Background: an optimization exercise with open tools, aiming at small area, a short achievable clock period and few clock cycles per item. Do not read the settings as production practice.
Only simulation tests tie the RTL to the original design; equivalence was not proved.
Power and IR drop assume default switching activity.

==> flow/design.v, too long to show whole: its modules and the start of the top module <==
// module fp32_mul_s1: 78 lines
// module fp32_mul_s2: 35 lines
// module fp_sigmul: 671 lines
// module fp32_add_s1: 68 lines
// module fp32_add_s2: 52 lines
// module fp_pfx_add: 30 lines
// module xover_f32: 52 lines
// module xover_engine: 149 lines
module xover_f32 (
    input  wire        clk,
    input  wire        rst,         
    input  wire        cfg_we,
    input  wire [3:0]  cfg_addr,
    input  wire [31:0] cfg_data,
    input  wire        clear,       
    input  wire        in_valid,
    output wire        in_ready,
    input  wire [31:0] in_x,
    output reg         out_valid,
    output wire [31:0] out_low,
    output wire [31:0] out_mid,
    output wire [31:0] out_high
);
  // ...
==> flow/run.sh <==
#!/bin/bash
# synth_recipe.tcl (not shown) runs the flow's synth.tcl, then flattens the netlist and writes it again
# the make line also repeats each setting of config.mk as NAME=value (left out here)
make -C /OpenROAD-flow-scripts/flow DESIGN_CONFIG=/design/flow/config.mk WORK_HOME=/design/flow/orfs CLKGATE_MAP_FILE= SYNTH_SCRIPT=/design/flow/synth_recipe.tcl finish
==> flow/config.mk <==
export PLATFORM = sky130hd
export DESIGN_NAME = xover_f32
export DESIGN_NICKNAME = xover_f32
export VERILOG_FILES = /design/flow/design.v
export SDC_FILE = /design/flow/constraint.sdc
export NUM_CORES = 4
export LEC_CHECK = 0
export ABC_AREA = 1
export CAP_MARGIN = 20
export CORE_MARGIN = 2
export CORE_UTILIZATION = 55
export PLACE_DENSITY = 0.65
export SLEW_MARGIN = 20
==> flow/constraint.sdc <==
create_clock -name core_clock -period 25.0 [get_ports {clk}]
set_input_delay 5.0000 -clock core_clock [delete_from_list [all_inputs] [get_ports {clk}]]
set_output_delay 5.0000 -clock core_clock [all_outputs]
set_load 0.01 [all_outputs]
==> metrics.md, run 1 <==
| Metric | Value |
|---|---|
| Vias in the first global route | 93000 |
| Nets | 14700 |
| Register area share after synthesis | 28.8% |
| Leading cell types by count after synthesis | nand2_1 (2998), inv_1 (1905), o21ai_0 (1098) |
| Initial antenna violation count | 10 |
| Worst path slowest cell | nor4_1 |
| PwrDens | 153 nW/µm² |
| Max IR drop VDD | 0.243 mV |
| Critical path startpoint | u_hp.sz[1]$_SDFF_PN1_ |
| Commonest cells after routing, fill and taps aside | nand2_1 (2994), inv_1 (1903), o21ai_0 (1087) |
| Switching part of the total | 54.5% |
| Grt peak-use layer | met2 |
| Worst Hold End | u_hp.sb_s2a$_DFF_P_ |
| Tot Pwr | 17000 µW |
| Number of placement rows | 157 |
| F_max | 0.102 GHz |
| Status | no timing/DRC/antenna violations |
| Crit end category | flip-flop |
| Final setup viols | 0 |
| Register-to-Register Path Depth | 48 |
| Buffers & Inverters on Critical Path | 10 |
| Non-clock buffer share | 3.45% |
| Die Wd | 434 µm |
| DR WL met3 | 34600 µm |
| Post-synth EDFFs | 416 |
Testbench counts, summed over its fixed seeds: cycles 80,120, items 8,000.
==> module fp32_mul_s1, before the edit <==
module fp32_mul_s1 (
    input  wire [31:0] a,
    input  wire [31:0] b,
    output wire [47:0] prod,       
    output wire        sy,         
    output wire [1:0]  spc,        
    output wire [7:0]  e0,         
    output wire        e0_hi,      
    output wire        e0_ff,      
    output wire        adj_ok,     
    output wire [5:0]  amt,        
    output wire        st_a,       
    output wire        st_b        
);
    wire [7:0]  ea = a[30:23];
    wire [7:0]  eb = b[30:23];
    wire [22:0] fa = a[22:0];
    wire [22:0] fb = b[22:0];
    wire a_e0 = (ea == 8'h00);
    wire b_e0 = (eb == 8'h00);
    wire a_e1 = (ea == 8'hFF);
    wire b_e1 = (eb == 8'hFF);
    wire a_f0 = (fa == 23'd0);
    wire b_f0 = (fb == 23'd0);
    wire a_nan  = a_e1 & ~a_f0;
    wire b_nan  = b_e1 & ~b_f0;
    wire a_inf  = a_e1 & a_f0;
    wire b_inf  = b_e1 & b_f0;
    wire a_zero = a_e0 & a_f0;
    wire b_zero = b_e0 & b_f0;
    wire a_sub  = a_e0 & ~a_f0;
    wire b_sub  = b_e0 & ~b_f0;
    assign sy = a[31] ^ b[31];
    wire is_nan  = a_nan | b_nan | (a_inf & b_zero) | (b_inf & a_zero);
    wire is_inf  = a_inf | b_inf;
    wire is_zero = a_zero | b_zero | (a_sub & b_sub);
    assign spc = is_nan ? 2'd3 : is_inf ? 2'd2 : is_zero ? 2'd1 : 2'd0;
    wire [23:0] ma = {~a_e0, fa};
    wire [23:0] mb = {~b_e0, fb};
    fp_sigmul u_sig (.a(ma), .b(mb), .p(prod));
    wire [22:0] fs = a_sub ? fa : (b_sub ? fb : 23'h400000);
    reg  [4:0]  lzs;
    integer i;
    always @* begin
        lzs = 5'd23;
        for (i = 0; i < 23; i = i + 1)
            if (fs[i]) lzs = 5'd23 - i[4:0];
    end
    wire [4:0] lzs_eff = (a_sub | b_sub) ? lzs : 5'd0;
    reg [4:0] tza, tzb;
    always @* begin
        tza = 5'd23;
        for (i = 22; i >= 0; i = i - 1)
            if (ma[i]) tza = i[4:0];
        tzb = 5'd23;
        for (i = 22; i >= 0; i = i - 1)
            if (mb[i]) tzb = i[4:0];
    end
    wire [5:0] tz = {1'b0, tza} + {1'b0, tzb};
    wire [8:0] xa = {1'b0, ea[7:1], ea[0] | a_e0};
    wire [8:0] xb = {1'b0, eb[7:1], eb[0] | b_e0};
    wire [9:0] xs = {1'b0, xa} + {1'b0, xb};
    wire signed [10:0] k  = $signed({1'b0, xs}) - 11'sd127;
    wire signed [10:0] lz = $signed({6'd0, lzs_eff});
    wire               k_gt = (k > lz);
    wire signed [10:0] s1 = k_gt ? lz : k;                   
    wire signed [10:0] e0w = $signed({1'b0, xs}) - 11'sd126 - lz;
    assign adj_ok = k_gt;
    assign e0     = e0w[7:0];
    assign e0_hi  = (e0w >= 11'sd256);
    assign e0_ff  = (e0w == 11'sd255);
    wire signed [10:0] s1c  = (s1 < -11'sd26) ? -11'sd26 : s1;
    wire signed [10:0] amtw = 11'sd23 - s1c;
    assign amt = amtw[5:0];
    wire signed [10:0] tzs = $signed({5'd0, tz});
    assign st_a = (tzs < (11'sd22 - s1));
    assign st_b = (tzs < (11'sd23 - s1));
endmodule
==> module fp32_add_s1, before the edit <==
module fp32_add_s1 (
    input  wire [31:0] a,
    input  wire [31:0] b,
    input  wire        sub,
    output wire [27:0] sum,        
    output wire [7:0]  ebig,       
    output wire        sgn,        
    output wire        esub,       
    output wire [1:0]  spc         
);
    wire        sb = b[31] ^ sub;
    wire a_e0 = (a[30:23] == 8'h00);
    wire b_e0 = (b[30:23] == 8'h00);
    wire a_e1 = (a[30:23] == 8'hFF);
    wire b_e1 = (b[30:23] == 8'hFF);
    wire a_f0 = (a[22:0] == 23'd0);
    wire b_f0 = (b[22:0] == 23'd0);
    wire a_nan = a_e1 & ~a_f0;
    wire b_nan = b_e1 & ~b_f0;
    wire a_inf = a_e1 & a_f0;
    wire b_inf = b_e1 & b_f0;
    wire a_zero = a_e0 & a_f0;
    wire b_zero = b_e0 & b_f0;
    assign spc = (a_nan | b_nan | (a_inf & b_inf & (a[31] != sb))) ? 2'd3 :
                 (a_inf | b_inf) ? 2'd2 : 2'd0;
    assign esub = a[31] ^ sb;
    wire [7:0]  xa  = {a[30:24], a[23] | a_e0};
    wire [7:0]  xb  = {b[30:24], b[23] | b_e0};
    wire [23:0] mxa = {~a_e0, a[22:0]};
    wire [23:0] mxb = {~b_e0, b[22:0]};
    wire [8:0]  dab = {1'b0, xa} - {1'b0, xb};
    wire [7:0]  dba = xb - xa;
    wire        ge  = ~dab[8];                   
    wire        eq  = (xa == xb);
    wire [7:0]  d   = ge ? dab[7:0] : dba;
    assign ebig = ge ? xa : xb;
    wire [23:0] mbig = ge ? mxa : mxb;
    wire [23:0] msml = ge ? mxb : mxa;
    reg  [4:0]  tza, tzb;
    integer i;
    always @* begin
        tza = 5'd31;
        for (i = 23; i >= 0; i = i - 1)
            if (mxa[i]) tza = i[4:0];
        tzb = 5'd31;
        for (i = 23; i >= 0; i = i - 1)
            if (mxb[i]) tzb = i[4:0];
    end
    wire [4:0]  tzs  = ge ? tzb : tza;
    wire        s_nz = ge ? ~b_zero : ~a_zero;
    wire [4:0]  dc  = (d > 8'd26) ? 5'd27 : d[4:0];
    wire [26:0] msx = {msml, 3'b000};
    wire [26:0] ash = msx >> dc;
    wire [8:0]  tz3 = {4'd0, tzs} + 9'd3;
    wire        st  = s_nz & ({1'b0, d} > tz3);
    wire [26:0] asml = {ash[26:1], ash[0] | st};
    wire [27:0] bx   = {1'b0, mbig, 3'b000};
    wire [27:0] sumf;
    fp_pfx_add #(.N(28)) u_sum (.a(bx), .b({1'b0, asml} ^ {28{esub}}), .cin(esub), .s(sumf));
    wire [24:0] dn_ab;
    wire [23:0] dn_ba;
    fp_pfx_add #(.N(25), .L(5)) u_dab (.a({1'b0, mxa}), .b(~{1'b0, mxb}), .cin(1'b1), .s(dn_ab));
    fp_pfx_add #(.N(24), .L(5)) u_dba (.a(mxb), .b(~mxa), .cin(1'b1), .s(dn_ba));
    wire        b_gt  = dn_ab[24];               
    wire [23:0] dn    = b_gt ? dn_ba : dn_ab[23:0];
    assign sum = (eq & esub) ? {1'b0, dn, 3'b000} : sumf;
    assign sgn = eq ? (b_gt ? sb : a[31]) : (ge ? a[31] : sb);
endmodule
==> module fp32_add_s2, before the edit <==
module fp32_add_s2 (
    input  wire [27:0] sum,
    input  wire [7:0]  ebig,
    input  wire        sgn,
    input  wire        esub,
    input  wire [1:0]  spc,
    output reg  [31:0] y
);
    function [4:0] lzc27(input [26:0] v);
        integer i;
        begin
            lzc27 = 5'd27;
            for (i = 0; i < 27; i = i + 1)
                if (v[i]) lzc27 = 5'd26 - i[4:0];
        end
    endfunction
    reg [26:0] norm;
    reg [9:0]  e;
    reg [4:0]  lz, shl;
    reg [7:0]  efield;
    reg [23:0] keep;
    reg        g, s, inc;
    wire [30:0] mag;
    fp_pfx_add #(.N(31), .L(5)) u_rnd (.a({efield, keep[22:0]}), .b(31'd0), .cin(inc), .s(mag));
    always @* begin
        e   = {2'b00, ebig};
        lz  = lzc27(sum[26:0]);
        shl = ({3'b000, lz} > ebig - 8'd1) ? (ebig[4:0] - 5'd1) : lz;
        if (sum[27]) begin
            norm = {sum[27:2], sum[1] | sum[0]};
            e    = e + 10'd1;
        end else begin
            norm = sum[26:0] << shl;
            e    = e - {5'd0, shl};
        end
        efield = norm[26] ? e[7:0] : 8'd0;
        keep = norm[26:3];
        g    = norm[2];
        s    = |norm[1:0];
        inc  = g & (s | keep[0]);
        if (spc == 2'd3)
            y = 32'h7FC00000;
        else if (spc == 2'd2)
            y = {sgn, 8'hFF, 23'd0};
        else if (sum == 28'd0)
            y = esub ? 32'h00000000 : {sgn, 31'd0};
        else if (e >= 10'd255)
            y = {sgn, 8'hFF, 23'd0};
        else
            y = {sgn, mag};
    end
endmodule
==> module xover_f32, before the edit <==
module xover_f32 (
    input  wire        clk,
    input  wire        rst,         
    input  wire        cfg_we,
    input  wire [3:0]  cfg_addr,
    input  wire [31:0] cfg_data,
    input  wire        clear,       
    input  wire        in_valid,
    output wire        in_ready,
    input  wire [31:0] in_x,
    output reg         out_valid,
    output wire [31:0] out_low,
    output wire [31:0] out_mid,
    output wire [31:0] out_high
);
    reg  [9:0]  ph;
    reg         v0, v1;             
    reg  [31:0] x, x2;
    reg         rdy;                
    assign in_ready = rdy;
    wire acc = in_valid & ph[9];
    always @(posedge clk) begin
        if (rst) ph <= 10'd1;
        else     ph <= {ph[8:0], ph[9]};
        rdy <= ~rst & ph[8];
        if (ph[9]) x <= in_x;
        x2 <= x;
        if (rst) begin
            v0 <= 1'b0;
            v1 <= 1'b0;
        end else begin
            if (ph[9]) begin
                v0 <= acc;
                v1 <= v0;
            end
            if (clear) v1 <= 1'b0;    
        end
        out_valid <= ~rst & ph[3] & v1;
    end
    wire [31:0] radd_l, yb_l, yb_h, radd_h;
    xover_engine #(.OFS(0), .BASE(0)) u_lp (
        .clk(clk), .rst(rst), .v0(v0), .v1(v1), .clr(clear),
        .we(cfg_we), .addr(cfg_addr), .data(cfg_data),
        .x(x), .ext(x2), .radd(radd_l), .yb(yb_l));
    xover_engine #(.OFS(2), .BASE(5)) u_hp (
        .clk(clk), .rst(rst), .v0(v0), .v1(v1), .clr(clear),
        .we(cfg_we), .addr(cfg_addr), .data(cfg_data),
        .x(x), .ext(radd_l), .radd(radd_h), .yb(yb_h));
    assign out_low  = yb_l;
    assign out_high = yb_h;
    assign out_mid  = radd_h;
endmodule
==> module xover_engine, before the edit <==
module xover_engine #(
    parameter OFS  = 0,
    parameter BASE = 0
) (
    input  wire        clk,
    input  wire        rst,
    input  wire        v0,
    input  wire        v1,
    input  wire        clr,
    input  wire        we,
    input  wire [3:0]  addr,
    input  wire [31:0] data,
    input  wire [31:0] x,
    input  wire [31:0] ext,
    output reg  [31:0] radd,
    output reg  [31:0] yb
);
    reg  [9:0] lp;
    always @(posedge clk) begin
        if (rst) lp <= 10'd1 << ((10 - OFS) % 10);
        else     lp <= {lp[8:0], lp[9]};
    end
    wire [4:0] q5 = lp[4:0] | lp[9:5];
    reg  [31:0] c [0:4];
    reg  [4:0]  cz;                 
    wire        hit = we && (addr >= BASE) && (addr < BASE + 5);
    wire [3:0]  la  = addr - BASE;
    reg  [2:0]  j;
    always @* begin
        case (la)
            4'd0:    j = 3'd0;
            4'd1:    j = 3'd3;
            4'd2:    j = 3'd2;
            4'd3:    j = 3'd4;
            default: j = 3'd1;
        endcase
    end
    reg  [4:0]  wsel;
    integer ii, pp;
    always @* begin
        wsel = 5'd0;
        for (ii = 0; ii < 5; ii = ii + 1)
            for (pp = 0; pp < 5; pp = pp + 1)
                if (q5[pp] && (((pp + 1 + ii) % 5) == j)) wsel[ii] = hit;
    end
    always @(posedge clk) begin
        for (ii = 0; ii < 5; ii = ii + 1) begin
            c[ii] <= wsel[ii] ? data : c[(ii + 1) % 5];
        end
        if (rst)
            cz <= 5'b11111;
        else
            cz <= {cz[0], cz[4:1]} & ~wsel;
    end
    wire [31:0] coef = cz[0] ? 32'd0 : c[0];
    wire [9:0]  lpn = {lp[8:0], lp[9]};
    reg         sm_x, sm_yb;
    reg         sa_s1a, sa_s1b, sa_radd, sa_h, sa_rmul, sa_ext;
    reg         sb_rmul, sb_s2a, sb_s2b, sb_h, sb_yb, sub_r;
    always @(posedge clk) begin
        sm_x    <= lpn[0] | lpn[3] | lpn[7];
        sm_yb   <= lpn[1] | lpn[9];
        sa_s1a  <= lpn[2];
        sa_s1b  <= lpn[7];
        sa_radd <= lpn[3] | lpn[8];
        sa_h    <= lpn[1] | lpn[6];
        sa_rmul <= lpn[4] | lpn[9];
        sa_ext  <= lpn[0];
        sb_rmul <= lpn[1] | lpn[2] | lpn[6] | lpn[7];
        sb_s2a  <= lpn[8];
        sb_s2b  <= lpn[3];
        sb_h    <= lpn[4] | lpn[9];
        sb_yb   <= lpn[0];
        sub_r   <= lpn[0] | lpn[1] | lpn[4] | lpn[6] | lpn[9];
    end
    reg  [31:0] ya;
    reg  [31:0] rmul, h;
    wire [31:0] mul_a = sm_x ? x : (sm_yb ? yb : ya);
    wire [47:0] m_prod;
    wire        m_sy, m_e0_hi, m_e0_ff, m_adj_ok, m_st_a, m_st_b;
    wire [1:0]  m_spc;
    wire [7:0]  m_e0;
    wire [5:0]  m_amt;
    fp32_mul_s1 u_m1 (.a(mul_a), .b(coef), .prod(m_prod), .sy(m_sy), .spc(m_spc),
        .e0(m_e0), .e0_hi(m_e0_hi), .e0_ff(m_e0_ff), .adj_ok(m_adj_ok), .amt(m_amt),
        .st_a(m_st_a), .st_b(m_st_b));
    reg [47:0] mr_prod;
    reg        mr_sy, mr_e0_hi, mr_e0_ff, mr_adj_ok, mr_st_a, mr_st_b;
    reg [1:0]  mr_spc;
    reg [7:0]  mr_e0;
    reg [5:0]  mr_amt;
    always @(posedge clk) begin
        mr_prod <= m_prod; mr_sy <= m_sy; mr_spc <= m_spc; mr_e0 <= m_e0;
        mr_e0_hi <= m_e0_hi; mr_e0_ff <= m_e0_ff; mr_adj_ok <= m_adj_ok;
        mr_amt <= m_amt; mr_st_a <= m_st_a; mr_st_b <= m_st_b;
    end
    wire [31:0] mul_y;
    fp32_mul_s2 u_m2 (.prod(mr_prod), .sy(mr_sy), .spc(mr_spc), .e0(mr_e0),
        .e0_hi(mr_e0_hi), .e0_ff(mr_e0_ff), .adj_ok(mr_adj_ok), .amt(mr_amt),
        .st_a(mr_st_a), .st_b(mr_st_b), .y(mul_y));
    always @(posedge clk) begin
        rmul <= mul_y;
        h    <= rmul;
    end
    reg  [31:0] s1a, s2a, s1b, s2b;
    reg  [3:0]  sz;                 
    wire [31:0] add_a = ({32{sa_s1a & ~sz[0]}} & s1a) | ({32{sa_s1b & ~sz[2]}} & s1b) |
                        ({32{sa_radd}} & radd) | ({32{sa_h}} & h) |
                        ({32{sa_rmul}} & rmul) | ({32{sa_ext}} & ext);
    wire [31:0] add_b = ({32{sb_rmul}} & rmul) | ({32{sb_s2a & ~sz[1]}} & s2a) |
                        ({32{sb_s2b & ~sz[3]}} & s2b) | ({32{sb_h}} & h) |
                        ({32{sb_yb}} & yb);
    wire add_sub = sub_r;
    wire [27:0] a_sum;
    wire [7:0]  a_ebig;
    wire        a_sgn, a_esub;
    wire [1:0]  a_spc;
    fp32_add_s1 u_a1 (.a(add_a), .b(add_b), .sub(add_sub), .sum(a_sum), .ebig(a_ebig),
        .sgn(a_sgn), .esub(a_esub), .spc(a_spc));
    reg [27:0] ar_sum;
    reg [7:0]  ar_ebig;
    reg        ar_sgn, ar_esub;
    reg [1:0]  ar_spc;
    always @(posedge clk) begin
        ar_sum <= a_sum; ar_ebig <= a_ebig; ar_sgn <= a_sgn; ar_esub <= a_esub;
        ar_spc <= a_spc;
    end
    wire [31:0] add_y;
    fp32_add_s2 u_a2 (.sum(ar_sum), .ebig(ar_ebig), .sgn(ar_sgn), .esub(ar_esub),
        .spc(ar_spc), .y(add_y));
    wire w_s1a = lp[9] & ((9 + OFS <= 9) ? v0 : v1);
    wire w_s2a = lp[0] & v1;
    wire w_s1b = lp[4] & v1;
    wire w_s2b = lp[5] & v1;
    wire kill  = rst | clr;
    always @(posedge clk) begin
        radd <= add_y;
        if (lp[3]) ya <= add_y;
        if (lp[8]) yb <= add_y;
        if (w_s1a & ~kill) s1a <= add_y;
        if (w_s2a & ~kill) s2a <= add_y;
        if (w_s1b & ~kill) s1b <= add_y;
        if (w_s2b & ~kill) s2b <= add_y;
        if (kill)
            sz <= 4'b1111;
        else
            sz <= sz & ~{w_s2b, w_s1b, w_s2a, w_s1a};
    end
endmodule
==> run 2, diff against run 1 <==
--- a/flow/design.v
+++ b/flow/design.v
@@ -2,4 +2,6 @@
     input  wire [31:0] a,
     input  wire [31:0] b,
+    input  wire        a_ez,       
+    input  wire        b_ez,       
     output wire [47:0] prod,       
     output wire        sy,         
@@ -17,6 +19,6 @@
     wire [22:0] fa = a[22:0];
     wire [22:0] fb = b[22:0];
-    wire a_e0 = (ea == 8'h00);
-    wire b_e0 = (eb == 8'h00);
+    wire a_e0 = a_ez;
+    wire b_e0 = b_ez;
     wire a_e1 = (ea == 8'hFF);
     wire b_e1 = (eb == 8'hFF);
@@ -40,21 +42,10 @@
     fp_sigmul u_sig (.a(ma), .b(mb), .p(prod));
     wire [22:0] fs = a_sub ? fa : (b_sub ? fb : 23'h400000);
-    reg  [4:0]  lzs;
-    integer i;
-    always @* begin
-        lzs = 5'd23;
-        for (i = 0; i < 23; i = i + 1)
-            if (fs[i]) lzs = 5'd23 - i[4:0];
-    end
+    wire [4:0]  lzs;
+    fp_lzc32 u_lzs (.v({1'b0, fs, 8'hFF}), .n(lzs));
     wire [4:0] lzs_eff = (a_sub | b_sub) ? lzs : 5'd0;
-    reg [4:0] tza, tzb;
-    always @* begin
-        tza = 5'd23;
-        for (i = 22; i >= 0; i = i - 1)
-            if (ma[i]) tza = i[4:0];
-        tzb = 5'd23;
-        for (i = 22; i >= 0; i = i - 1)
-            if (mb[i]) tzb = i[4:0];
-    end
+    wire [4:0] tza, tzb;
+    fp_tzc32 u_tza (.v({8'hFF, ma}), .n(tza));
+    fp_tzc32 u_tzb (.v({8'hFF, mb}), .n(tzb));
     wire [5:0] tz = {1'b0, tza} + {1'b0, tzb};
     wire [8:0] xa = {1'b0, ea[7:1], ea[0] | a_e0};
@@ -787,4 +778,6 @@
     input  wire [31:0] b,
     input  wire        sub,
+    input  wire        a_ez,       
+    input  wire        b_ez,       
     output wire [27:0] sum,        
     output wire [7:0]  ebig,       
@@ -794,6 +787,6 @@
 );
     wire        sb = b[31] ^ sub;
-    wire a_e0 = (a[30:23] == 8'h00);
-    wire b_e0 = (b[30:23] == 8'h00);
+    wire a_e0 = a_ez;
+    wire b_e0 = b_ez;
     wire a_e1 = (a[30:23] == 8'hFF);
     wire b_e1 = (b[30:23] == 8'hFF);
@@ -821,14 +814,7 @@
     wire [23:0] mbig = ge ? mxa : mxb;
     wire [23:0] msml = ge ? mxb : mxa;
-    reg  [4:0]  tza, tzb;
-    integer i;
-    always @* begin
-        tza = 5'd31;
-        for (i = 23; i >= 0; i = i - 1)
-            if (mxa[i]) tza = i[4:0];
-        tzb = 5'd31;
-        for (i = 23; i >= 0; i = i - 1)
-            if (mxb[i]) tzb = i[4:0];
-    end
+    wire [4:0]  tza, tzb;
+    fp_tzc32 u_tza (.v({8'h00, mxa}), .n(tza));
+    fp_tzc32 u_tzb (.v({8'h00, mxb}), .n(tzb));
     wire [4:0]  tzs  = ge ? tzb : tza;
     wire        s_nz = ge ? ~b_zero : ~a_zero;
@@ -859,15 +845,9 @@
     output reg  [31:0] y
 );
-    function [4:0] lzc27(input [26:0] v);
-        integer i;
-        begin
-            lzc27 = 5'd27;
-            for (i = 0; i < 27; i = i + 1)
-                if (v[i]) lzc27 = 5'd26 - i[4:0];
-        end
-    endfunction
     reg [26:0] norm;
     reg [9:0]  e;
-    reg [4:0]  lz, shl;
+    wire [4:0] lz;
+    reg  [4:0] shl;
+    fp_lzc32 u_lz (.v({sum[26:0], 5'b11111}), .n(lz));
     reg [7:0]  efield;
     reg [23:0] keep;
@@ -877,5 +857,4 @@
     always @* begin
         e   = {2'b00, ebig};
-        lz  = lzc27(sum[26:0]);
         shl = ({3'b000, lz} > ebig - 8'd1) ? (ebig[4:0] - 5'd1) : lz;
         if (sum[27]) begin
@@ -933,4 +912,32 @@
     assign s = p[0][N:1] ^ g[L][N-1:0];
 endmodule
+module fp_lzc32 (
+    input  wire [31:0] v,
+    output wire [4:0]  n
+);
+    wire        z4 = ~|v[31:16];
+    wire [15:0] v1 = z4 ? v[15:0] : v[31:16];
+    wire        z3 = ~|v1[15:8];
+    wire [7:0]  v2 = z3 ? v1[7:0] : v1[15:8];
+    wire        z2 = ~|v2[7:4];
+    wire [3:0]  v3 = z2 ? v2[3:0] : v2[7:4];
+    wire        z1 = ~|v3[3:2];
+    wire [1:0]  v4 = z1 ? v3[1:0] : v3[3:2];
+    assign n = {z4, z3, z2, z1, ~v4[1]};
+endmodule
+module fp_tzc32 (
+    input  wire [31:0] v,
+    output wire [4:0]  n
+);
+    wire        z4 = ~|v[15:0];
+    wire [15:0] v1 = z4 ? v[31:16] : v[15:0];
+    wire        z3 = ~|v1[7:0];
+    wire [7:0]  v2 = z3 ? v1[15:8] : v1[7:0];
+    wire        z2 = ~|v2[3:0];
+    wire [3:0]  v3 = z2 ? v2[7:4] : v2[3:0];
+    wire        z1 = ~|v3[1:0];
+    wire [1:0]  v4 = z1 ? v3[3:2] : v3[1:0];
+    assign n = {z4, z3, z2, z1, ~v4[0]};
+endmodule
 module xover_f32 (
     input  wire        clk,
@@ -951,4 +958,5 @@
     reg         v0, v1;             
     reg  [31:0] x, x2;
+    reg         x_z, x2_z;          
     reg         rdy;                
     assign in_ready = rdy;
@@ -958,6 +966,10 @@
         else     ph <= {ph[8:0], ph[9]};
         rdy <= ~rst & ph[8];
-        if (ph[9]) x <= in_x;
-        x2 <= x;
+        if (ph[9]) begin
+            x   <= in_x;
+            x_z <= (in_x[30:23] == 8'd0);
+        end
+        x2   <= x;
+        x2_z <= x_z;
         if (rst) begin
             v0 <= 1'b0;
@@ -973,12 +985,15 @@
     end
     wire [31:0] radd_l, yb_l, yb_h, radd_h;
+    wire        radd_l_z, radd_h_z;
     xover_engine #(.OFS(0), .BASE(0)) u_lp (
         .clk(clk), .rst(rst), .v0(v0), .v1(v1), .clr(clear),
         .we(cfg_we), .addr(cfg_addr), .data(cfg_data),
-        .x(x), .ext(x2), .radd(radd_l), .yb(yb_l));
+        .x(x), .x_z(x_z), .ext(x2), .ext_z(x2_z), .radd(radd_l), .radd_z(radd_l_z),
+        .yb(yb_l));
     xover_engine #(.OFS(2), .BASE(5)) u_hp (
         .clk(clk), .rst(rst), .v0(v0), .v1(v1), .clr(clear),
         .we(cfg_we), .addr(cfg_addr), .data(cfg_data),
-        .x(x), .ext(radd_l), .radd(radd_h), .yb(yb_h));
+        .x(x), .x_z(x_z), .ext(radd_l), .ext_z(radd_l_z), .radd(radd_h),
+        .radd_z(radd_h_z), .yb(yb_h));
     assign out_low  = yb_l;
     assign out_high = yb_h;
@@ -998,6 +1013,9 @@
     input  wire [31:0] data,
     input  wire [31:0] x,
+    input  wire        x_z,
     input  wire [31:0] ext,
+    input  wire        ext_z,
     output reg  [31:0] radd,
+    output reg         radd_z,
     output reg  [31:0] yb
 );
@@ -1009,4 +1027,5 @@
     wire [4:0] q5 = lp[4:0] | lp[9:5];
     reg  [31:0] c [0:4];
+    reg  [4:0]  cez;                
     reg  [4:0]  cz;                 
     wire        hit = we && (addr >= BASE) && (addr < BASE + 5);
@@ -1033,4 +1052,5 @@
         for (ii = 0; ii < 5; ii = ii + 1) begin
             c[ii] <= wsel[ii] ? data : c[(ii + 1) % 5];
+            cez[ii] <= wsel[ii] ? (data[30:23] == 8'd0) : cez[(ii + 1) % 5];
         end
         if (rst)
@@ -1040,4 +1060,5 @@
     end
     wire [31:0] coef = cz[0] ? 32'd0 : c[0];
+    wire        coef_z = cz[0] | cez[0];
     wire [9:0]  lpn = {lp[8:0], lp[9]};
     reg         sm_x, sm_yb;
@@ -1061,6 +1082,9 @@
     end
     reg  [31:0] ya;
+    reg         ya_z, yb_z;
     reg  [31:0] rmul, h;
-    wire [31:0] mul_a = sm_x ? x : (sm_yb ? yb : ya);
+    reg         rmul_z, h_z;
+    wire [31:0] mul_a   = sm_x ? x : (sm_yb ? yb : ya);
+    wire        mul_a_z = sm_x ? x_z : (sm_yb ? yb_z : ya_z);
     wire [47:0] m_prod;
     wire        m_sy, m_e0_hi, m_e0_ff, m_adj_ok, m_st_a, m_st_b;
@@ -1068,5 +1092,5 @@
     wire [7:0]  m_e0;
     wire [5:0]  m_amt;
-    fp32_mul_s1 u_m1 (.a(mul_a), .b(coef), .prod(m_prod), .sy(m_sy), .spc(m_spc),
+    fp32_mul_s1 u_m1 (.a(mul_a), .b(coef), .a_ez(mul_a_z), .b_ez(coef_z), .prod(m_prod), .sy(m_sy), .spc(m_spc),
         .e0(m_e0), .e0_hi(m_e0_hi), .e0_ff(m_e0_ff), .adj_ok(m_adj_ok), .amt(m_amt),
         .st_a(m_st_a), .st_b(m_st_b));
@@ -1086,9 +1110,12 @@
         .st_a(mr_st_a), .st_b(mr_st_b), .y(mul_y));
     always @(posedge clk) begin
-        rmul <= mul_y;
-        h    <= rmul;
+        rmul   <= mul_y;
+        rmul_z <= (mul_y[30:23] == 8'd0);
+        h      <= rmul;
+        h_z    <= rmul_z;
     end
     reg  [31:0] s1a, s2a, s1b, s2b;
     reg  [3:0]  sz;                 
+    reg         s1a_z, s2a_z, s1b_z, s2b_z;
     wire [31:0] add_a = ({32{sa_s1a & ~sz[0]}} & s1a) | ({32{sa_s1b & ~sz[2]}} & s1b) |
                         ({32{sa_radd}} & radd) | ({32{sa_h}} & h) |
@@ -1097,4 +1124,8 @@
                         ({32{sb_s2b & ~sz[3]}} & s2b) | ({32{sb_h}} & h) |
                         ({32{sb_yb}} & yb);
+    wire add_a_z = (sa_s1a & (sz[0] | s1a_z)) | (sa_s1b & (sz[2] | s1b_z)) |
+                   (sa_radd & radd_z) | (sa_h & h_z) | (sa_rmul & rmul_z) | (sa_ext & ext_z);
+    wire add_b_z = (sb_rmul & rmul_z) | (sb_s2a & (sz[1] | s2a_z)) |
+                   (sb_s2b & (sz[3] | s2b_z)) | (sb_h & h_z) | (sb_yb & yb_z);
     wire add_sub = sub_r;
     wire [27:0] a_sum;
@@ -1102,5 +1133,6 @@
     wire        a_sgn, a_esub;
     wire [1:0]  a_spc;
-    fp32_add_s1 u_a1 (.a(add_a), .b(add_b), .sub(add_sub), .sum(a_sum), .ebig(a_ebig),
+    fp32_add_s1 u_a1 (.a(add_a), .b(add_b), .sub(add_sub), .a_ez(add_a_z), .b_ez(add_b_z),
+        .sum(a_sum), .ebig(a_ebig),
         .sgn(a_sgn), .esub(a_esub), .spc(a_spc));
     reg [27:0] ar_sum;
@@ -1120,12 +1152,14 @@
     wire w_s2b = lp[5] & v1;
     wire kill  = rst | clr;
+    wire add_y_z = (add_y[30:23] == 8'd0);
     always @(posedge clk) begin
-        radd <= add_y;
-        if (lp[3]) ya <= add_y;
-        if (lp[8]) yb <= add_y;
-        if (w_s1a & ~kill) s1a <= add_y;
-        if (w_s2a & ~kill) s2a <= add_y;
-        if (w_s1b & ~kill) s1b <= add_y;
-        if (w_s2b & ~kill) s2b <= add_y;
+        radd   <= add_y;
+        radd_z <= add_y_z;
+        if (lp[3]) begin ya <= add_y; ya_z <= add_y_z; end
+        if (lp[8]) begin yb <= add_y; yb_z <= add_y_z; end
+        if (w_s1a & ~kill) begin s1a <= add_y; s1a_z <= add_y_z; end
+        if (w_s2a & ~kill) begin s2a <= add_y; s2a_z <= add_y_z; end
+        if (w_s1b & ~kill) begin s1b <= add_y; s1b_z <= add_y_z; end
+        if (w_s2b & ~kill) begin s2b <= add_y; s2b_z <= add_y_z; end
         if (kill)
             sz <= 4'b1111;
--- a/flow/config.mk
+++ b/flow/config.mk
@@ -9,5 +9,4 @@
 export CAP_MARGIN = 20
 export CORE_MARGIN = 2
-export CORE_UTILIZATION = 55
-export PLACE_DENSITY = 0.65
-export SLEW_MARGIN = 20
+export CORE_UTILIZATION = 45
+export SLEW_MARGIN = 60
==> run 2 against run 1 <==
Against the previous run:
- critical path depth decreased by 6
- maximum frequency increased by 16%
- synthesized cell count increased by 1.7%
- core utilization decreased by 11 points
- clock skew increased by 14 ps
- largest power group unchanged
- total power decreased by 1.3%
==> metrics.md, run 2 <==
| Metric | Value |
|---|---|
| Status | no timing/DRC/antenna violations |
| DR iter-0 viols | 10100 |
| Drt pass-1 iters | 6 |
| Class of the most critical setup path | reg2reg |
| LEAKAGE | 0.0537 µW |
| Final WL | 381000 µm |
| Area growth from synthesis to layout | 10.4% |
| Final hold vios | 0 |
| Fillers | 23000 |
| Initial Util | 45.1% |
| Post-synth top area share | 16.4% |
| DRC viols | 0 |
| Final Slew Violations | 0 |
| Pin count of the biggest net entering global routing | 77 |
| Ys Warns | 12 |
| Worst-Margin Slew | 637 ps |
| Root buffer cell | clkbuf_16 |
| Clock-pin slew on the worst setup and hold paths | 60 ps |
| Register area share after synthesis | 28.7% (-0.058 points) |
| Tot Pwr | 16800 µW (-1.3%) |
| I/O pin count | 171 |
| Worst R2R Setup Slack | 16550 ps |
| Cell internal pwr | 7730 µW |
| Post-synth ARST share | 0% |
| Nets | 15000 (+1.7%) |
| DPL Wire Length | 283000 µm |
| Comb pwr share | 65.8% |
| Switching power | 9040 µW |
| Clock sinks | 1286 |
| F_max | 0.118 GHz (+16%) |
| Post-synth net total | 15000 |
| Clock latency (worst-skew pair) | 840 ps |
| Via count of the routed design | 95500 |
| Die Wd | 486 µm (+12%) |
| Worst path slowest cell | fa_1 |
| Number of gates resized after cts | 0 |
| H-tree depth | 4 |
| Share of total power in sequential cells | 21.1% |
| Most common cell in the netlist | nand2_1 |
| Top Registers | u_hp.c: 160 flops, u_lp.c: 160 flops |
| Port bufs | 170 |
| Clock Path Buffers | 3 |
| Initial antenna violation count | 17 (+7) |
| PwrDens | 145 nW/µm² (-4.9%) |
| RD Place Congestion | 1.01 |
| Clock power frac | 13.1% |
| Wire per inst | 22.4 µm |
| #FFs+latches synth | 1286 |
| Max-slew headroom | 57.1% |
| Most used cell, CP | nand2_1 |
| Max IR drop VDD | 0.151 mV (-38%) |
| Post-route setup slack | 16550 ps |
| Period utilization | 33.8% |
| Post-synth EDFFs | 429 (+3.1%) |
| Clock buffer count from CTS | 142 |
| Period minus WS final | 8450 ps |
| CP Max Fanout | 29 |
| Hold crit path type | reg2reg |
| Placed insts | 16800 |
| Skew final | 57.7 ps |
| Die area | 236000 µm² |
| Unique masters post-synth | 90 |
| Final Instance Count excl. Fillers | 17000 |
| Syn Area/Cell | 7.49 µm² |
| First-pass GRT wire length | 568000 µm |
| Remaining antenna violation count after routing | 0 |
| Post-synthesis cell count | 14000 |
| Critical Path RT | 25550 ps |
| Ranking of synthesized cells by area | dfxtp_1 (16%), edfxtp_1 (12%), nand2_1 (11%) |
| RSZ-0062 raised after global routing | no |
| Post-CTS Setup Inserts | 0 |
| Hold-fix buffers, CTS | 0 |
| Startpoint Class | flip-flop |
| Switching part of the total | 53.9% (-0.58 points) |
| Yosys top cell by area | dfxtp_1 |
| Core ar. | 232000 µm² |
| Share of cells above drive strength 1 | 8.30% |
| Leading cell types by count after synthesis | nand2_1 (2975), inv_1 (1862), o21ai_0 (1086) |
| CTS tree | built |
| Vias per inst | 5.61 |
| Setup TNS | 0 ps |
| Commonest cells after routing, fill and taps aside | nand2_1 (2960), inv_1 (1839), o21ai_0 (1048) |
| Max-cap viol count | 0 |
| Die Y | 486 µm |
| CP arrival | 9000 ps |
| Cell Area, Synth | 105000 µm² |
| Vias in the first global route | 88800 (-4.5%) |
| All-Layer GR Usage | 31.5% |
| Final setup viols | 0 (unchanged) |
| Synth Flop Type | dfxtp_1 |
| Worst stage delay on the critical path | 590 ps |
| Crit end category | flip-flop |
| Number of placement rows | 177 (+13%) |
| Grt ovf | 0 |
| Worst slack, placed | 16420 ps |
| Most common cell after layout, fill and taps aside | nand2_1 |
[run 2: changes by cell type in the layout (fill, tap and decap cells not counted), moves of 37 or more]
| cell | delta |
|---|---|
| buf_4 | -37 |
| buf_6 | +43 |
| inv_1 | -64 |
| nand2_2 | +65 |
| nand3_1 | +85 |
| nor2_2 | +52 |
| nor2_4 | +40 |
| nor4_1 | -47 |
| o21ai_0 | -39 |
[run 2: kinds of logic (layout without fill, tap and decap cells)]
| kind of cell | Yosys count | in the layout | synth area share [%] |
|---|---|---|---|
| AO/OA/AOI/OAI | 2636 | 2636 | 14.8 |
| XOR/XNOR | 867 | 867 | 7.26 |
| adder cells (fa/ha/maj) | 1013 | 1013 | 15.9 |
| buffers and inverters | 2657 | 2685 | 10.1 |
| flip-flops | 1286 | 1286 | 28.7 |
| multiplexers | 69 | 69 | 0.660 |
| other | 0 | 9 | 0 |
| AND/OR/NAND/NOR | 5436 | 5436 | 22.7 |
[run 2: final cells by class]
cell class | count | area [µm²] | area share [%]
Multi-Input combinational cell | 10000 | 65200 | 56.4
Sequential cell | 1286 | 30100 | 26.0
Inverter | 1939 | 7320 | 6.34
Timing Repair Buffer | 486 | 4260 | 3.68
Clock buffer | 188 | 4030 | 3.49
Tap cell | 3043 | 3810 | 3.30
Clock inverter | 72 | 837 | 0.725
Antenna cell | 9 | 22.5 | 0.0195
[run 2: worst paths after layout]
kind / startpoint / end / cells past startpoint
hold reg to reg: u_hp.lp[9]$_SDFF_PP0_ / u_hp.sb_yb$_DFF_P_ / 0
setup / recovery: u_lp.ar_sum[14]$_DFF_P_ / u_lp.ya_z$_DFFE_PP_ / 42
hold / removal: u_hp.lp[9]$_SDFF_PP0_ / u_hp.sb_yb$_DFF_P_ / 0
setup reg to reg: u_lp.ar_sum[14]$_DFF_P_ / u_lp.ya_z$_DFFE_PP_ / 42
[run 2: worst max-delay path, delay by kind of cell (launching register included)]
| family | cells | cell delay (ps) |
|---|---|---|
| AND/OR/NAND/NOR | 28 | 4220 |
| buffers and inverters | 5 | 1440 |
| AO/OA/AOI/OAI | 6 | 940 |
| adder cells (fa/ha/maj) | 2 | 880 |
| flip-flops | 1 | 440 |
| XOR/XNOR | 1 | 230 |
[run 2: power groups by stage]
stage / Clock (µW) / Sequential (µW) / Combinational [µW]
global placement: 0 / 3570 / 10600
CTS: 2220 / 3530 / 10700
detailed placement: 0 / 3570 / 10700
global route: 2300 / 3570 / 12200
floorplan: 0 / 3340 / 7300
finish: 2190 / 3540 / 11000
[run 2: routing by layer]
metal  share of wire (%)  global-route usage [%]  up-vias
li1                    -                       -    45600
met1                  43                    43.4    44900
met2                  43                    47.4     4190
met3                 8.4                    4.94      846
met4                 5.9                    16.4        4
met5              0.0081                       0        -
[run 2: metrics by stage]
step | utilization [%] | hold WS, ps | cell area, µm²
2_1_floorplan | - | 331 | 105000
3_3_place_gp | 47.1 | 360 | 109000
3_5_place_dp | 47.5 | 353 | 110000
4_1_cts | 49.7 | 324 | 115000
5_1_grt | 49.8 | 335 | 115000
6_report | 49.8 | 319 | 115000
Testbench counts of run 2, summed over its fixed seeds: cycles 80,120, items 8,000.
==> run 3, diff against run 2 <==
--- a/flow/config.mk
+++ b/flow/config.mk
@@ -10,3 +10,3 @@
 export CORE_MARGIN = 2
 export CORE_UTILIZATION = 45
-export SLEW_MARGIN = 60
+export SLEW_MARGIN = 70
==> run 3 against run 2 <==
Against the previous run:
- combinational power about the same
- synthesized cell count unchanged
- count of clock-buffer cells in the layout down 6
- die area unchanged
- wire length up 0.25%
- cell count up 0.53%
- core utilization up 0.76 points
- non-clock buffer count up 87
- critical path type unchanged
==> metrics.md, run 3 <==
| Metric | Value |
|---|---|
| Tot Pwr | 17000 µW (+1.3%) |
| Clock Path Buffers | 3 (unchanged) |
| All-Layer GR Usage | 31.5% (about the same) |
| I/O pin count | 171 (unchanged) |
| Unique masters post-synth | 90 (unchanged) |
| Reg2Reg Launch Point | u_hp.sa_rmul$_DFF_P_ |
| Setup TNS | 0 ps (unchanged) |
| Worst path slowest cell | a221oi_2 |
| Most common cell in the netlist | nand2_1 |
| Hold-fix buffers, CTS | 0 (unchanged) |
| Remaining antenna violation count after routing | 0 (unchanged) |
| Max-slew headroom | 65.3% (+8.2 points) |
| Die Wd | 486 µm (unchanged) |
| DRC viols | 0 (unchanged) |
| Final setup viols | 0 (unchanged) |
| Post-synth ARST share | 0% (unchanged) |
| Status | no timing/DRC/antenna violations |
| WHS Path Cells | 0 (unchanged) |
| Worst R2R Setup Slack | 16850 ps (+300 ps) |
| Post-synth top area share | 16.4% (unchanged) |
| Hold Path Origin | u_hp.lp[9]$_SDFF_PP0_ |
| Grt ovf | 0 (unchanged) |
| #FFs+latches synth | 1286 (unchanged) |
| Leading cell types by count after synthesis | nand2_1 (2975), inv_1 (1862), o21ai_0 (1086) |
| Most used cell, CP | nand2_1 |
| Clock latency (worst-skew pair) | 840 ps (about the same) |
| Worst-Margin Slew | 520 ps (-116 ps) |
| Clock-pin slew on the worst setup and hold paths | 60 ps (about the same) |
| Number of gates resized after cts | 0 (unchanged) |
| RD Place Congestion | 1.01 (unchanged) |
| Register-to-Register Path Depth | 45 (+7.1%) |
| Period utilization | 32.6% (-1.2 points) |
| Post-CTS Setup Inserts | 0 (unchanged) |
| Final hold vios | 0 (unchanged) |
| Final Slew Violations | 0 (unchanged) |
| RSZ-0062 raised after global routing | no |
| RR Endpoint | u_hp.ar_sum[27]$_SDFF_PP0_ |
| Core ar. | 232000 µm² (unchanged) |
| Area growth from synthesis to layout | 12.1% |
| Drt pass-1 iters | 6 (unchanged) |
| Worst stage delay on the critical path | 440 ps (-150 ps) |
| Yosys top cell by area | dfxtp_1 |
| Skew final | 55.6 ps (-2.15 ps) |
| Max-cap viol count | 0 (unchanged) |
| Hold crit path type | reg2reg |
| Worst Hold End | u_hp.sb_yb$_DFF_P_ |
| Crit end category | flip-flop |
| Number of placement rows | 177 (unchanged) |
| Synth Flop Type | dfxtp_1 |
| CTS tree | built |
| Commonest cells after routing, fill and taps aside | nand2_1 (2954), inv_1 (1830), o21ai_0 (978) |
| Max IR drop VDD | 0.127 mV (-16%) |
| Die Y | 486 µm (unchanged) |
| Utilization after layout | 50.6% (+0.76 points) |
| Die area | 236000 µm² (unchanged) |
| Ys Warns | 12 (unchanged) |
| CP Max Fanout | 72 (+150%) |
| Ranking of synthesized cells by area | dfxtp_1 (16%), edfxtp_1 (12%), nand2_1 (11%) |
| Register area | 30100 µm² (about the same) |
| Syn Area/Cell | 7.49 µm² (unchanged) |
| Share of cells above drive strength 1 | 9.37% (+1.1 points) |
| First-pass GRT wire length | 569000 µm (+0.17%) |
| Post-synthesis cell count | 14000 (unchanged) |
| Period minus WS final | 8150 ps (-304 ps) |
| Nets | 15000 (+0.58%) |
| Fillers | 22900 (-0.48%) |
| Critical Path RT | 25750 ps (+200 ps) |
| Initial Util | 45.1% (unchanged) |
| DR iter-0 viols | 10100 (+0.58%) |
| Class of the most critical setup path | reg2reg |
| Top Registers | u_hp.c: 160 flops, u_lp.c: 160 flops |
| Startpoint Class | flip-flop |
| CP arrival | 8890 ps (-110 ps) |
| LEAKAGE | 0.0543 µW (+1.1%) |
| Initial antenna violation count | 13 (-4) |
| Post-synth net total | 15000 (unchanged) |
| Multi-input logic area | 65800 µm² (+0.94%) |
| Wire per inst | 22.3 µm (-0.27%) |
| Cell Area, Synth | 105000 µm² (unchanged) |
| F_max | 0.123 GHz (+3.7%) |
| Clock sinks | 1286 (unchanged) |
| Vias per inst | 5.62 (+0.28%) |
| PwrDens | 145 nW/µm² (-0.26%) |
| Pin count of the biggest net entering global routing | 77 (unchanged) |
| DPL Wire Length | 284000 µm (+0.48%) |
| H-tree depth | 4 (unchanged) |
| Root buffer cell | clkbuf_16 |
| Via count of the routed design | 96300 (+0.81%) |
| Post-synth EDFFs | 429 (unchanged) |
| Register area share after synthesis | 28.7% (unchanged) |
| Most common cell after layout, fill and taps aside | nand2_1 |
| Clock buffer count from CTS | 142 (unchanged) |
| Vias in the first global route | 89600 (+0.86%) |
| Port bufs | 170 (unchanged) |
| Final WL | 382000 µm (+0.25%) |
run 3: final cells by class:
| cell class | instances | area share (%) |
|---|---|---|
| antenna | 8 | 0.0171 |
| clock buffer | 182 | 3.30 |
| clock inverter | 82 | 0.834 |
| inverter | 1939 | 6.29 |
| multi-input combinational | 10000 | 56.1 |
| sequential | 1286 | 25.7 |
| tap | 3043 | 3.25 |
| timing repair buffer | 573 | 4.57 |
run 3: cell families (layout without fill, tap and decap cells):
kind of cell / after synthesis / count (layout) / synth area share [%]
other: 0 / 8 / 0
muxes: 69 / 69 / 0.660
DFF: 1286 / 1286 / 28.7
and+or+nand+nor: 5436 / 5436 / 22.7
buffers and inverters: 2657 / 2776 / 10.1
xor gates and xnor gates: 867 / 867 / 7.26
adders and majority gates: 1013 / 1013 / 15.9
AOI/OAI and AO/OA: 2636 / 2636 / 14.8
run 3: stage by stage:
| stage | setup slack (ps) | hold slack (ps) | instances | instance area, µm² |
|---|---|---|---|---|
| 6_report | 16850 | 348 | 17100 | 117000 |
| 3_5_place_dp | 16870 | 357 | 16800 | 112000 |
| 3_3_place_gp | 15740 | 360 | 16700 | 109000 |
| 5_1_grt | 16090 | 362 | 17100 | 117000 |
| 4_1_cts | 16850 | 357 | 17100 | 117000 |
| 2_1_floorplan | 16640 | 331 | 14000 | 105000 |
run 3: layer usage:
metal  part of all wire [%]  global-route usage, %  wire length (µm)  up-vias
li1                       -                      -                 -    45800
met1                     43                   43.5            164000    45400
met2                     43                   47.8            166000     4253
met3                    8.0                   4.62             30500      856
met4                    5.7                   16.0             21800        4
met5                 0.0050                      0                19        -
run 3: where the power goes:
group	switching [µW]	internal, µW	total [µW]
sequential	438	3110	3550
clock	963	1200	2160
combinational	7770	3500	11300
total	9170	7800	17000
run 3: worst max-delay path, delay by kind of cell (launching register included):
family | cells | cell delay, ps
AO/OA/AOI/OAI | 8 | 1800
adder cells (fa/ha/maj) | 3 | 910
buffers and inverters | 10 | 1930
AND/OR/NAND/NOR | 21 | 2290
multiplexers | 1 | 270
XOR/XNOR | 2 | 460
flip-flops | 1 | 320
run 3: worst max path at each step:
stage | from | endpoint | slack, ps
2_1_floorplan | rst | u_hp.s1a[0]$_DFFE_PP_ | 16640
3_3_place_gp | u_hp.sa_rmul$_DFF_P_ | u_hp.ar_sum[16]$_DFF_P_ | 15740
3_5_place_dp | u_lp.sz[2]$_SDFF_PN1_ | u_lp.ar_sum[27]$_SDFF_PP0_ | 16870
4_1_cts | u_lp.sz[2]$_SDFF_PN1_ | u_lp.ar_sum[27]$_SDFF_PP0_ | 16850
5_1_grt | u_hp.sa_rmul$_DFF_P_ | u_hp.ar_sum[27]$_SDFF_PP0_ | 16090
6_report | u_hp.sa_rmul$_DFF_P_ | u_hp.ar_sum[27]$_SDFF_PP0_ | 16850
==> run 4, diff against run 3 <==
--- a/flow/config.mk
+++ b/flow/config.mk
@@ -7,6 +7,6 @@
 export LEC_CHECK = 0
 export ABC_AREA = 1
-export CAP_MARGIN = 20
+export CAP_MARGIN = 10
 export CORE_MARGIN = 2
 export CORE_UTILIZATION = 45
-export SLEW_MARGIN = 70
+export SLEW_MARGIN = 75
==> run 4 against run 3 <==
Against the previous run:
- combinational power about the same
- worst setup slack got worse by 100 ps
- sequential power is essentially flat
- largest cell class unchanged
- highest routed layer is now met4
==> metrics.md, run 4 <==
| Metric | Value |
|---|---|
| Status | no timing/DRC/antenna violations |
| Pin count of the biggest net entering global routing | 59 (-23%) |
| Leading cell types by count after synthesis | nand2_1 (2975), inv_1 (1862), o21ai_0 (1086) |
| Nets | 15200 (+0.73%) |
| Post-synth EDFFs | 429 (unchanged) |
| Most used cell, CP | nand2_1 |
| H-tree depth | 4 (unchanged) |
| Top Registers | u_hp.c: 160 flops, u_lp.c: 160 flops |
| Vias per inst | 5.62 (about the same) |
| Yosys top cell by area | dfxtp_1 |
| First-pass GRT wire length | 571000 µm (+0.42%) |
| Final hold vios | 0 (unchanged) |
| Final Slew Violations | 0 (unchanged) |
| Clock-pin slew on the worst setup and hold paths | 70 ps (about the same) |
| WHS Path Cells | 0 (unchanged) |
| CP Max Fanout | 27 (-63%) |
| Crit end category | flip-flop |
| I/O pin count | 171 (unchanged) |
| LEAKAGE | 0.0552 µW (+1.6%) |
| Post-synth top area share | 16.4% (unchanged) |
| Initial Util | 45.1% (unchanged) |
| Period minus WS final | 8250 ps (+104 ps) |
| Switching power | 9300 µW (+1.4%) |
| Multi-input logic area | 66600 µm² (+1.2%) |
| DPL Wire Length | 287000 µm (+0.91%) |
| Post-synthesis cell count | 14000 (unchanged) |
| Number of gates resized after cts | 0 (unchanged) |
| Root buffer cell | clkbuf_16 |
| Startpoint Class | flip-flop |
| Max-slew headroom | 70.3% (+5.0 points) |
| Class of the most critical setup path | reg2reg |
| Max IR drop VDD | 0.156 mV (+22%) |
| PwrDens | 146 nW/µm² (+0.74%) |
| Clock latency (worst-skew pair) | 830 ps (about the same) |
| Via count of the routed design | 96900 (+0.56%) |
| Syn Area/Cell | 7.49 µm² (unchanged) |
| Period utilization | 33.0% (+0.42 points) |
| Most common cell after layout, fill and taps aside | nand2_1 |
| Core ar. | 232000 µm² (unchanged) |
| Cell internal pwr | 8110 µW (+4.0%) |
| Cell Area, Synth | 105000 µm² (unchanged) |
| Post-CTS Setup Inserts | 0 (unchanged) |
| Drt pass-1 iters | 8 (+2) |
| Clock buffer count from CTS | 142 (unchanged) |
| Final WL | 383000 µm (+0.24%) |
| F_max | 0.121 GHz (-1.3%) |
| Critical path startpoint | u_hp.sz[2]$_SDFF_PN1_ |
| Worst stage delay on the critical path | 580 ps (+140 ps) |
| Switching part of the total | 53.4% (-0.63 points) |
| Unique masters post-synth | 90 (unchanged) |
| Comb pwr share | 66.7% (+0.3 points) |
| Skew final | 47.3 ps (-8.25 ps) |
| Die Y | 486 µm (unchanged) |
| Share of cells above drive strength 1 | 11.0% (+1.7 points) |
| Clock sinks | 1286 (unchanged) |
| Worst Hold Slack | 317 ps (-31.0 ps) |
| Hold crit path type | reg2reg |
| Hold Path Origin | u_hp.lp[9]$_SDFF_PP0_ |
| All-Layer GR Usage | 31.6% (+0.11 points) |
| Worst Hold End | u_hp.sb_yb$_DFF_P_ |
| Hold-fix buffers, CTS | 0 (unchanged) |
| Die area | 236000 µm² (unchanged) |
| DR iter-0 viols | 10000 (-0.72%) |
| Port bufs | 170 (unchanged) |
| Register-to-Register Path Depth | 39 (-13%) |
| Worst-Margin Slew | 443 ps (-77.7 ps) |
| RD Place Congestion | 1.01 (unchanged) |
| RSZ-0062 raised after global routing | no |
| Critical Path RT | 25720 ps (-30 ps) |
| CTS tree | built |
| DRC viols | 0 (unchanged) |
| Grt ovf | 0 (unchanged) |
| Max-cap viol count | 0 (unchanged) |
| Area growth from synthesis to layout | 14.1% |
| Number of placement rows | 177 (unchanged) |
| Register area | 30100 µm² (about the same) |
| Commonest cells after routing, fill and taps aside | nand2_1 (2941), inv_1 (1807), nand3_1 (972) |
| Clock Path Buffers | 3 (unchanged) |
| Initial antenna violation count | 11 (-2) |
| Wire per inst | 22.2 µm (-0.40%) |
| Reg2Reg Launch Point | u_hp.sz[2]$_SDFF_PN1_ |
| Remaining antenna violation count after routing | 0 (unchanged) |
| CP arrival | 8970 ps (+80 ps) |
| Synth Flop Type | dfxtp_1 |
| Post-synth ARST share | 0% (unchanged) |
| Clock power frac | 13.0% (+0.3 points) |
| Post-synth net total | 15000 (unchanged) |
| #FFs+latches synth | 1286 (unchanged) |
| Ys Warns | 12 (unchanged) |
| Share of total power in sequential cells | 20.3% (-0.6 points) |
| Worst path slowest cell | clkdlybuf4s50_1 |
| Most common cell in the netlist | nand2_1 |
| Vias in the first global route | 90400 (+0.88%) |
| Fillers | 22600 (-1.1%) |
| RR Endpoint | u_hp.ar_sum[15]$_DFF_P_ |
| Final setup viols | 0 (unchanged) |
| Die Wd | 486 µm (unchanged) |
| Ranking of synthesized cells by area | dfxtp_1 (16%), edfxtp_1 (12%), nand2_1 (11%) |
| Register area share after synthesis | 28.7% (unchanged) |
| Worst R2R Setup Slack | 16750 ps (-100 ps) |
| Setup TNS | 0 ps (unchanged) |
==> run 4: cell counts after synthesis <==
No cell type changed its count.
==> run 4: kinds of logic (layout without fill, tap and decap cells) <==
kind of cell	count (synthesis)	after routing	share of synthesized area, %
adders and majority gates	1013	1013	15.9
and+or+nand+nor	5436	5436	22.7
xor gates and xnor gates	867	867	7.26
DFF	1286	1286	28.7
muxes	69	69	0.660
buffers and inverters	2657	2887	10.1
AOI/OAI and AO/OA	2636	2636	14.8
other	0	7	0
==> run 4: per-layer routing <==
layer | share of wire [%] | vias up | global-route usage [%] | routed length, µm
li1 | - | 46000 | - | -
met1 | 43 | 45700 | 43.5 | 164000
met2 | 43 | 4270 | 48.0 | 166000
met3 | 7.9 | 873 | 4.43 | 30400
met4 | 5.9 | 0 | 16.8 | 22700
met5 | 0 | - | 0 | 0
==> run 4: worst max path at each step <==
stage | to | slack, ps | cells past startpoint
2_1_floorplan | u_hp.s1a[0]$_DFFE_PP_ | 16640 | 3
3_3_place_gp | u_hp.ar_sum[16]$_DFF_P_ | 15740 | 36
3_5_place_dp | u_hp.ar_sum[15]$_DFF_P_ | 16780 | 37
4_1_cts | u_hp.ar_sum[15]$_DFF_P_ | 16750 | 37
5_1_grt | u_lp.ar_sum[27]$_SDFF_PP0_ | 16230 | 51
6_report | u_hp.ar_sum[15]$_DFF_P_ | 16750 | 39
==> run 4: layout make-up <==
cell class	instances	area share, %
multi-input cells	10000	55.8
flip-flops and latches	1286	25.2
inverters	1939	6.23
repair buffers	683	5.36
clock buffers	185	3.34
well taps	3043	3.19
clock inverters	80	0.906
diodes	7	0.0147
==> run 4: through the flow <==
step / setup WS [ps] / instance area [µm²] / util [%] / total power, µW / std cells
after floorplan: 16640 / 105000 / - / 10600 / 14000
after global placement: 15740 / 109000 / 47.1 / 14100 / 16700
after detailed placement: 16780 / 113000 / 48.9 / 14700 / 16900
after CTS: 16750 / 118000 / 51.1 / 17100 / 17200
after global routing: 16230 / 119000 / 51.5 / 18700 / 17200
final: 16750 / 119000 / 51.5 / 17400 / 17200
==> run 4: power groups by stage <==
| stage | Clock [µW] | Sequential [µW] | Combinational, µW |
|---|---|---|---|
| floorplan | 0 | 3340 | 7300 |
| detailed placement | 0 | 3570 | 11200 |
| global route | 2370 | 3570 | 12800 |
| CTS | 2290 | 3530 | 11200 |
| finish | 2260 | 3540 | 11600 |
| global placement | 0 | 3570 | 10600 |
==> run 4: worst max-delay path, delay by kind of cell (launching register included) <==
kind | cells | cell delay [ps]
flip-flops | 1 | 300
AO/OA/AOI/OAI | 6 | 1600
XOR/XNOR | 1 | 220
buffers and inverters | 7 | 1900
adder cells (fa/ha/maj) | 4 | 1240
AND/OR/NAND/NOR | 21 | 2840
==> run 5, diff against run 4 <==
--- a/flow/design.v
+++ b/flow/design.v
@@ -810,19 +810,16 @@
     wire        ge  = ~dab[8];                   
     wire        eq  = (xa == xb);
-    wire [7:0]  d   = ge ? dab[7:0] : dba;
     assign ebig = ge ? xa : xb;
     wire [23:0] mbig = ge ? mxa : mxb;
-    wire [23:0] msml = ge ? mxb : mxa;
     wire [4:0]  tza, tzb;
     fp_tzc32 u_tza (.v({8'h00, mxa}), .n(tza));
     fp_tzc32 u_tzb (.v({8'h00, mxb}), .n(tzb));
-    wire [4:0]  tzs  = ge ? tzb : tza;
-    wire        s_nz = ge ? ~b_zero : ~a_zero;
-    wire [4:0]  dc  = (d > 8'd26) ? 5'd27 : d[4:0];
-    wire [26:0] msx = {msml, 3'b000};
-    wire [26:0] ash = msx >> dc;
-    wire [8:0]  tz3 = {4'd0, tzs} + 9'd3;
-    wire        st  = s_nz & ({1'b0, d} > tz3);
-    wire [26:0] asml = {ash[26:1], ash[0] | st};
+    wire [4:0]  dc_b  = (dab[7:0] > 8'd26) ? 5'd27 : dab[4:0];
+    wire [26:0] ash_b = {mxb, 3'b000} >> dc_b;
+    wire        st_b  = ~b_zero & ({1'b0, dab[7:0]} > {4'd0, tzb} + 9'd3);
+    wire [4:0]  dc_a  = (dba > 8'd26) ? 5'd27 : dba[4:0];
+    wire [26:0] ash_a = {mxa, 3'b000} >> dc_a;
+    wire        st_a  = ~a_zero & ({1'b0, dba} > {4'd0, tza} + 9'd3);
+    wire [26:0] asml  = ge ? {ash_b[26:1], ash_b[0] | st_b} : {ash_a[26:1], ash_a[0] | st_a};
     wire [27:0] bx   = {1'b0, mbig, 3'b000};
     wire [27:0] sumf;
--- a/flow/config.mk
+++ b/flow/config.mk
@@ -7,6 +7,6 @@
 export LEC_CHECK = 0
 export ABC_AREA = 1
-export CAP_MARGIN = 10
+export CAP_MARGIN = 20
 export CORE_MARGIN = 2
 export CORE_UTILIZATION = 45
-export SLEW_MARGIN = 75
+export SLEW_MARGIN = 70
==> run 5 against run 4 <==
Against the previous run:
- still clean on timing, DRC and antenna
- core utilization shrank 0.81 points
- clock power shrank 2%
- cell count grew 2.2%
- register-to-register slack lost 150 ps
- sequential share of layout area grew 0.057 points
- die area grew 1.4%
- global-route usage grew 1.3 points
- maximum frequency shrank 1.7%
- first-iteration DRC count grew 8.1%
- area after synthesis grew 1.4%
- critical path depth grew 9
- total power shrank 2.0%
- critical path type unchanged
- critical endpoint is now u_hp.mr_st_b$_DFF_P_
- largest cell class unchanged
- highest routed layer is now met5
==> metrics.md, run 5 <==
| Metric | Value |
|---|---|
| Final WL | 403000 µm (+5.2%) |
| #FFs+latches synth | 1286 (unchanged) |
| Post-synth net total | 15500 (+2.9%) |
| Leading cell types by count after synthesis | nand2_1 (3128), inv_1 (1912), o21ai_0 (1247) |
| Most common cell after layout, fill and taps aside | nand2_1 |
| Crit end category | flip-flop |
| PwrDens | 143 nW/µm² (-1.8%) |
| Port bufs | 170 (unchanged) |
| Clock Path Buffers | 3 (unchanged) |
| Max-cap viol count | 0 (unchanged) |
| Grt ovf | 0 (unchanged) |
| Final Slew Violations | 0 (unchanged) |
| Clock-pin slew on the worst setup and hold paths | 60 ps (about the same) |
| Register-to-Register Path Depth | 48 (+23%) |
| RD Place Congestion | 1.01 (-0.15%) |
| All-Layer GR Usage | 32.9% (+1.3 points) |
| DPL Wire Length | 301000 µm (+5.0%) |
| Hold crit path type | reg2reg |
| Syn Area/Cell | 7.38 µm² (-1.5%) |
| RR Endpoint | u_hp.mr_st_b$_DFF_P_ |
| Reg2Reg Launch Point | u_hp.sm_x$_DFF_P_ |
| Clock buffer count from CTS | 141 (-0.70%) |
| Synth Flop Type | dfxtp_1 |
| LEAKAGE | 0.0551 µW (about the same) |
| Status | no timing/DRC/antenna violations |
| Final hold vios | 0 (unchanged) |
| Post-synth top area share | 16.2% (-0.23 points) |
| Area growth from synthesis to layout | 12.2% |
| Most used cell, CP | nand2_1 |
| DRC viols | 0 (unchanged) |
| Share of cells above drive strength 1 | 8.73% (-2.3 points) |
| First-pass GRT wire length | 597000 µm (+4.4%) |
| I/O pin count | 171 (unchanged) |
| Final setup viols | 0 (unchanged) |
| Post-synth EDFFs | 429 (unchanged) |
| Drt pass-1 iters | 9 (+1) |
| F_max | 0.119 GHz (-1.7%) |
| Critical Path RT | 25690 ps (-30 ps) |
| Initial Util | 45.2% (+0.046 points) |
| CP Max Fanout | 36 (+33%) |
| Top Registers | u_hp.c: 160 flops, u_lp.c: 160 flops |
| Vias in the first global route | 93100 (+3.0%) |
| Max-slew headroom | 65.5% (-4.8 points) |
| Setup TNS | 0 ps (unchanged) |
| Class of the most critical setup path | reg2reg |
| Worst Hold End | u_hp.sb_s2b$_DFF_P_ |
| Yosys top cell by area | dfxtp_1 |
| Hold-fix buffers, CTS | 0 (unchanged) |
| Max IR drop VDD | 0.126 mV (-19%) |
| Worst slack, placed | 16790 ps (+14.3 ps) |
| Period minus WS final | 8400 ps (+147 ps) |
| Period utilization | 33.6% (+0.59 points) |
| Remaining antenna violation count after routing | 0 (unchanged) |
| Ranking of synthesized cells by area | dfxtp_1 (16%), edfxtp_1 (12%), nand2_1 (11%) |
| Unique masters post-synth | 83 (-7.8%) |
| Most common cell in the netlist | nand2_1 |
| Cell Area, Synth | 106000 µm² (+1.4%) |
| Initial antenna violation count | 17 (+6) |
| Root buffer cell | clkbuf_16 |
| Number of gates resized after cts | 0 (unchanged) |
| Number of placement rows | 178 (+0.56%) |
| Core ar. | 235000 µm² (+1.3%) |
| Commonest cells after routing, fill and taps aside | nand2_1 (3103), inv_1 (1878), o21ai_0 (1123) |
| Ys Warns | 12 (unchanged) |
| Worst-Margin Slew | 514 ps (+71.5 ps) |
| Nets | 15400 (+1.9%) |
| RSZ-0062 raised after global routing | no |
| Register area share after synthesis | 28.3% (-0.41 points) |
| Die area | 240000 µm² (+1.4%) |
| H-tree depth | 4 (unchanged) |
| CTS tree | built |
| Via count of the routed design | 99500 (+2.7%) |
| Vias per inst | 5.64 (+0.47%) |
| CP arrival | 9090 ps (+120 ps) |
| Wire per inst | 22.9 µm (+2.9%) |
| Worst stage delay on the critical path | 430 ps (-150 ps) |
| Skew final | 54.9 ps (+7.57 ps) |
| Post-synthesis cell count | 14400 (+3.0%) |
| Clock latency (worst-skew pair) | 830 ps (about the same) |
| Pin count of the biggest net entering global routing | 76 (+29%) |
| Hold Path Origin | u_hp.lp[2]$_SDFF_PP0_ |
| Post-CTS Setup Inserts | 0 (unchanged) |
| Post-synth ARST share | 0% (unchanged) |
| Die Wd | 490 µm (+0.71%) |
| Worst R2R Setup Slack | 16600 ps (-150 ps) |
| Die Y | 490 µm (+0.71%) |
| Startpoint Class | flip-flop |
| WHS Path Cells | 0 (unchanged) |
| Post-route setup slack | 16600 ps (-147 ps) |
| Worst path slowest cell | dfxtp_1 |
| DR iter-0 viols | 10900 (+8.1%) |
| Clock sinks | 1286 (unchanged) |
## run 5: final cells by class
cell class	instances	area, µm²
flip-flops and latches	1286	30100
multi-input cells	10400	67400
fillers	23100	116000
well taps	3150	3940
clock inverters	74	953
repair buffers	569	5130
inverters	1987	7550
clock buffers	186	3970
diodes	9	22.5
## run 5: per-stage QoR
| step | power (µW) | std cells | utilization (%) | hold WS, ps | instance area, µm² |
|---|---|---|---|---|---|
| after floorplan | 10500 | 14400 | - | 331 | 106000 |
| after global placement | 14100 | 17200 | 47.3 | 347 | 111000 |
| after detailed placement | 14500 | 17300 | 48.3 | 347 | 114000 |
| after CTS | 16700 | 17600 | 50.4 | 351 | 118000 |
| after global routing | 18300 | 17600 | 50.7 | 353 | 119000 |
| final | 17100 | 17600 | 50.7 | 346 | 119000 |
## run 5: critical path: cells and delay by family, from the launching register on
family	cells	cell delay (ps)
compound gates	10	1420
fa+ha+maj	2	590
buf+inv	9	1800
flops	1	430
simple gates	27	3910
## run 5: cell families (layout without fill, tap and decap cells)
group	Yosys count	count (layout)	synth area share (%)
flip-flops	1286	1286	28.3
other	0	9	0
AND/OR/NAND/NOR	5462	5462	21.8
AO/OA/AOI/OAI	2907	2907	15.9
buffers and inverters	2736	2816	10.0
multiplexers	78	78	0.736
adder cells (fa/ha/maj)	1028	1028	15.8
XOR/XNOR	890	890	7.34
## run 5: layer usage
| metal | global-route usage [%] | vias to the layer above | wire [µm] |
|---|---|---|---|
| li1 | - | 47200 | - |
| met1 | 44.0 | 46500 | 166000 |
| met2 | 50.0 | 4822 | 173000 |
| met3 | 5.27 | 953 | 35800 |
| met4 | 19.8 | 2 | 28100 |
| met5 | 0 | - | 13 |
## run 5: worst max path at each step
stage,start,end,cells after the start
3_3_place_gp,u_lp.ar_sum[26]$_DFF_P_,u_lp.s2a[17]$_DFFE_PP_,39
6_report,u_hp.sm_x$_DFF_P_,u_hp.mr_st_b$_DFF_P_,48
2_1_floorplan,rst,u_hp.s1a[0]$_DFFE_PP_,3
5_1_grt,u_hp.sm_x$_DFF_P_,u_hp.mr_st_b$_DFF_P_,48
4_1_cts,u_hp.sm_x$_DFF_P_,u_hp.mr_st_b$_DFF_P_,48
3_5_place_dp,u_hp.sm_x$_DFF_P_,u_hp.mr_st_b$_DFF_P_,48
## run 5: power by group
group / internal (µW) / switching [µW]
Combinational: 3520 / 7810
Clock: 1240 / 967
Sequential: 3070 / 447
Testbench counts of run 5, summed over its fixed seeds: cycles 80,120, items 8,000.

-- separate check: timing with driven ports --
No port has a modelled driver above. Below, the same layouts with a new extraction and two added sets of constraints. Step 1 assumes that a clkbuf_16 drives the clock port and a buf_2 every other input. Step 2 times the ports against the registers' clock, not the clock port: input delays grow and output delays shrink by t, the midpoint of the rising clock arrivals with the driver on. a / b / c = ideal / step 1 / step 2; a / b = the first two.
run	t, ns	setup WS [ns]
run 1	0.891	15.175 / 15.175 / 15.175
run 2	0.913	16.550 / 16.550 / 16.550
run 3	0.907	16.854 / 16.854 / 16.854
run 4	0.909	16.750 / 16.750 / 16.750
run 5	0.907	16.603 / 16.603 / 16.603
After both steps setup and hold are still met in every run listed.
